What follows belongs to an exercise in optimizing a design on an open flow for a short achievable clock period and few clock cycles; a production flow would make more cautious choices.
Function was checked by simulation only, so behaviour that the tests miss may differ from the original.
Power is estimated from default activity; no workload was simulated.

// bvm_core
module bvm_core (
    input  wire        clk,
    input  wire        rst,           
    input  wire [12:0] prog_limit,    
    input  wire [15:0] max_steps,     
    output wire        mem_req,
    output wire        mem_we,
    output wire [11:0] mem_addr,
    output wire [7:0]  mem_wdata,
    input  wire        mem_ready,
    input  wire [7:0]  mem_rdata,
    input  wire [3:0]  dbg_addr,
    output wire [7:0]  dbg_data,
    output reg  [2:0]  status,        
    output reg  [15:0] pc,
    output reg  [15:0] last_pc,
    output reg  [31:0] last_word,
    output reg  [15:0] steps,
    output reg  [16:0] fault_addr,
    output reg         dz_valid,
    output reg  [15:0] dz_pc
);
    localparam ST_RUN = 3'd0, ST_HALT = 3'd1, ST_UNK = 3'd2, ST_OOB = 3'd3, ST_CEIL = 3'd4;
    localparam K_FETCH = 1'b0, K_LOAD = 1'b1;
    localparam DIB = 5;
    localparam DTW = 10 - DIB;        
    localparam NDL = 1 << DIB;
    reg [7:0] regs [0:15];
    assign dbg_data = regs[dbg_addr];
    reg [12:0] lim;           
    reg [15:0] ms_m1;         
    reg        end_pend;      
    reg [2:0]  end_code;
    reg        rp_req, rp_kind;
    reg [11:0] rp_addr;
    reg [12:0] pf_ptr;        
    reg [3:0]  sb_mask;       
    reg [11:0] sb_addr;
    reg [7:0]  sb_v0, sb_v1;  
    reg        sb_prog;       
    reg [7:0]  cb0 [0:63];
    reg [7:0]  cb1 [0:63];
    reg [7:0]  cb2 [0:63];
    reg [7:0]  cb3 [0:63];
    reg [63:0] cv0, cv1, cv2, cv3;
  ...
clock: 14.0 ns
lec_check: 0
abc_clock_period_in_ps: 3000
cap_margin: 20
core_margin: 2
core_utilization: 32
slew_margin: 20
standard.sh (not shown) runs the stock make flow with config.mk's settings and CLKGATE_MAP_FILE= SYNTH_SCRIPT=/design/flow/synth_recipe.tcl, a recipe that flattens the netlist after the stock synthesis.
==> flow/flow/run.sh <==
#!/bin/bash
# Standard ORFS layout (the standard.sh), with timing repair aiming below the clock
# period. The repair before placement is skipped.
set -o pipefail
bash standard.sh SETUP_SLACK_MARGIN=6.0 REMOVE_ABC_BUFFERS=1 \
    SKIP_LAST_GASP=1 finish > layout_make.log 2>&1
The baseline finished with capacitance limit, slew limit left.
Testbench counts at the start, summed over its fixed seeds: cycles 53,660.
Next try:
==> flow/run.sh (new file) <==
#!/bin/bash
# synth_recipe.tcl (not shown) runs the flow's synth.tcl, then flattens the netlist and writes it again
# the make line also repeats each setting of config.mk as NAME=value (left out here)
make -C /OpenROAD-flow-scripts/flow DESIGN_CONFIG=/design/flow/config.mk WORK_HOME=/design/flow/orfs CLKGATE_MAP_FILE= SYNTH_SCRIPT=/design/flow/synth_recipe.tcl finish
--- a/flow/config.mk
+++ b/flow/config.mk
@@ -8 +8 @@
-export ABC_CLOCK_PERIOD_IN_PS = 3000
+export ABC_CLOCK_PERIOD_IN_PS = 5000
@@ -11 +11,2 @@
-export CORE_UTILIZATION = 32
+export CORE_UTILIZATION = 55
+export SETUP_SLACK_MARGIN = 5
removed: flow/flow/run.sh
removed: flow/standard.sh
Effect: This time the run finished with timing, DRC and antenna clean. Worst setup slack degrades by 0.51 ns. Final area is lower by about 10%. Routed wire length is lower by about 12%. Critical path depth is lower by 3. Combinational power is lower by 17%. Area after synthesis stays the same. Global-route usage is higher by 16 points.

alpha:
bvm_core again, from the RTL that the note above started with.
make LEC_CHECK=0 ABC_CLOCK_PERIOD_IN_PS=5000 CAP_MARGIN=20 CORE_MARGIN=2 CORE_UTILIZATION=40 SETUP_SLACK_MARGIN=5 SLEW_MARGIN=20 finish   # period 14.0 ns
run.sh (not shown) runs the stock make flow with config.mk's settings and CLKGATE_MAP_FILE= SYNTH_SCRIPT=/design/flow/synth_recipe.tcl, a recipe that flattens the netlist after the stock synthesis.
Stock flow here: none of the scripts above is used.
Testbench counts of alpha, summed over its fixed seeds: cycles 53,660.
#### Input delta (beta over alpha)
# alpha
export LEC_CHECK = 0
export ABC_CLOCK_PERIOD_IN_PS = 5000
export CAP_MARGIN = 20
export CORE_MARGIN = 2
export CORE_UTILIZATION = 40
export SETUP_SLACK_MARGIN = 5
export SLEW_MARGIN = 20
create_clock -name core_clock -period 14.0 [get_ports {clk}]
# beta
export LEC_CHECK = 0
export ABC_CLOCK_PERIOD_IN_PS = 3000
export CAP_MARGIN = 20
export CORE_MARGIN = 2
export CORE_UTILIZATION = 36
export SLEW_MARGIN = 20
create_clock -name core_clock -period 14.0 [get_ports {clk}]
==> flow/flow/run.sh (new file) <==
#!/bin/bash
# Standard ORFS layout (the standard.sh), with timing repair aiming below the clock
# period. The repair before placement is skipped.
set -o pipefail
bash standard.sh SETUP_SLACK_MARGIN=5.6 REMOVE_ABC_BUFFERS=1 \
    SKIP_LAST_GASP=1 finish > layout_make.log 2>&1
==> flow/standard.sh (new file) <==
#!/bin/bash
# synth_recipe.tcl (not shown) runs the flow's synth.tcl, then flattens the netlist and writes it again
# the make line also repeats each setting of config.mk as NAME=value (left out here)
make -C /OpenROAD-flow-scripts/flow DESIGN_CONFIG=/design/flow/config.mk WORK_HOME=/design/flow/orfs CLKGATE_MAP_FILE= SYNTH_SCRIPT=/design/flow/synth_recipe.tcl "${@:-finish}"
removed: flow/run.sh
Results
[beta] flow finished | final checks: failed | reasons: capacitance limit, slew limit
alpha and beta ended up with roughly the same fraction of area in clock buffers and inverters.
In the tables for alpha and beta, first-pass iteration count of the detailed router reads lower with beta.
beta against alpha: relative contribution of combinational cells to total power rose 0.6 points; portion of total power attributed to the clock network shows an increase of 0.2 points; global-route usage shrank by 2.4 points; fraction of layout instances using a drive strength above 1 now sits higher; footprint of the multi-input gates increased 2.5%.
Compared with alpha, beta shows via count higher by about 2.1%.
When beta is set beside alpha, its number of cells on the worst reg-to-reg path turns out to be 6 larger.
Cells: beta has more instances than alpha
Overall power of the completed layout, alpha and beta: lower on alpha
--- input diff beta..gamma ---
# beta
export LEC_CHECK = 0
export ABC_CLOCK_PERIOD_IN_PS = 3000
export CAP_MARGIN = 20
export CORE_MARGIN = 2
export CORE_UTILIZATION = 36
export SLEW_MARGIN = 20
create_clock -name core_clock -period 14.0 [get_ports {clk}]
# gamma
export LEC_CHECK = 0
export ABC_CLOCK_PERIOD_IN_PS = 3000
export CAP_MARGIN = 20
export CORE_MARGIN = 2
export CORE_UTILIZATION = 40
export SLEW_MARGIN = 20
create_clock -name core_clock -period 14.0 [get_ports {clk}]
==> flow/flow/run.sh <==
#!/bin/bash
# Standard ORFS layout (the standard.sh), with timing repair aiming below the clock
# period. The repair before placement is skipped.
set -o pipefail
bash standard.sh SETUP_SLACK_MARGIN=6.0 REMOVE_ABC_BUFFERS=1 \
    SKIP_LAST_GASP=1 finish > layout_make.log 2>&1
Results
- gamma finished every stage; the final checks, however, were not passed, the failures being capacitance limit, slew limit.
- Re die outline height: beta and gamma aren't equal, and the lower value belongs to gamma.
- beta → gamma: via count moved up, post-route met1 wirelength shows no meaningful change.
- Where shortest period the worst path allows is concerned, beta is outperformed by gamma.
- Relative to beta, area added between synthesis and finish increased by 3.3 points in gamma.
- Changes observed in gamma relative to beta: actual slew at the worst max-slew pin fell by 88 ps; clock share of power now larger.

-- port drivers added, routing unchanged --
No port has a modelled driver above. Below, the same layouts with a new extraction and two added sets of constraints.
Step 1: set_driving_cell puts a clkbuf_16 on clk and a buf_2 on each other input, an assumption about the parent block.
Step 2 times the ports against the registers' clock, not the clock port: input delays grow and output delays shrink by t, the midpoint of the rising clock arrivals with the driver on.
Three values: no drivers, after step 1, after step 2; two values: the first two.
run	t, ns	slack for setup (ns)	slew at the worst register clock pin (ns)	worst data-port slew with drivers (ns)	pins driven straight from the clock port
the first run of note 1	1.240	5.031 / 5.031 / 5.031	0.08 / 0.08	0.24	1
the second run of note 1	1.203	4.519 / 4.519 / 4.519	0.07 / 0.07	0.21	1
alpha	1.232	4.878 / 4.878 / 4.878	0.07 / 0.07	0.11	1
beta	1.220	5.360 / 5.360 / 5.360	0.07 / 0.07	0.35	1
gamma	1.230	5.476 / 5.476 / 4.851	0.08 / 0.08	0.21	1
The setup slack of gamma, which loses most, moves by 0.000 ns with the drivers and by -0.625 ns with both steps.
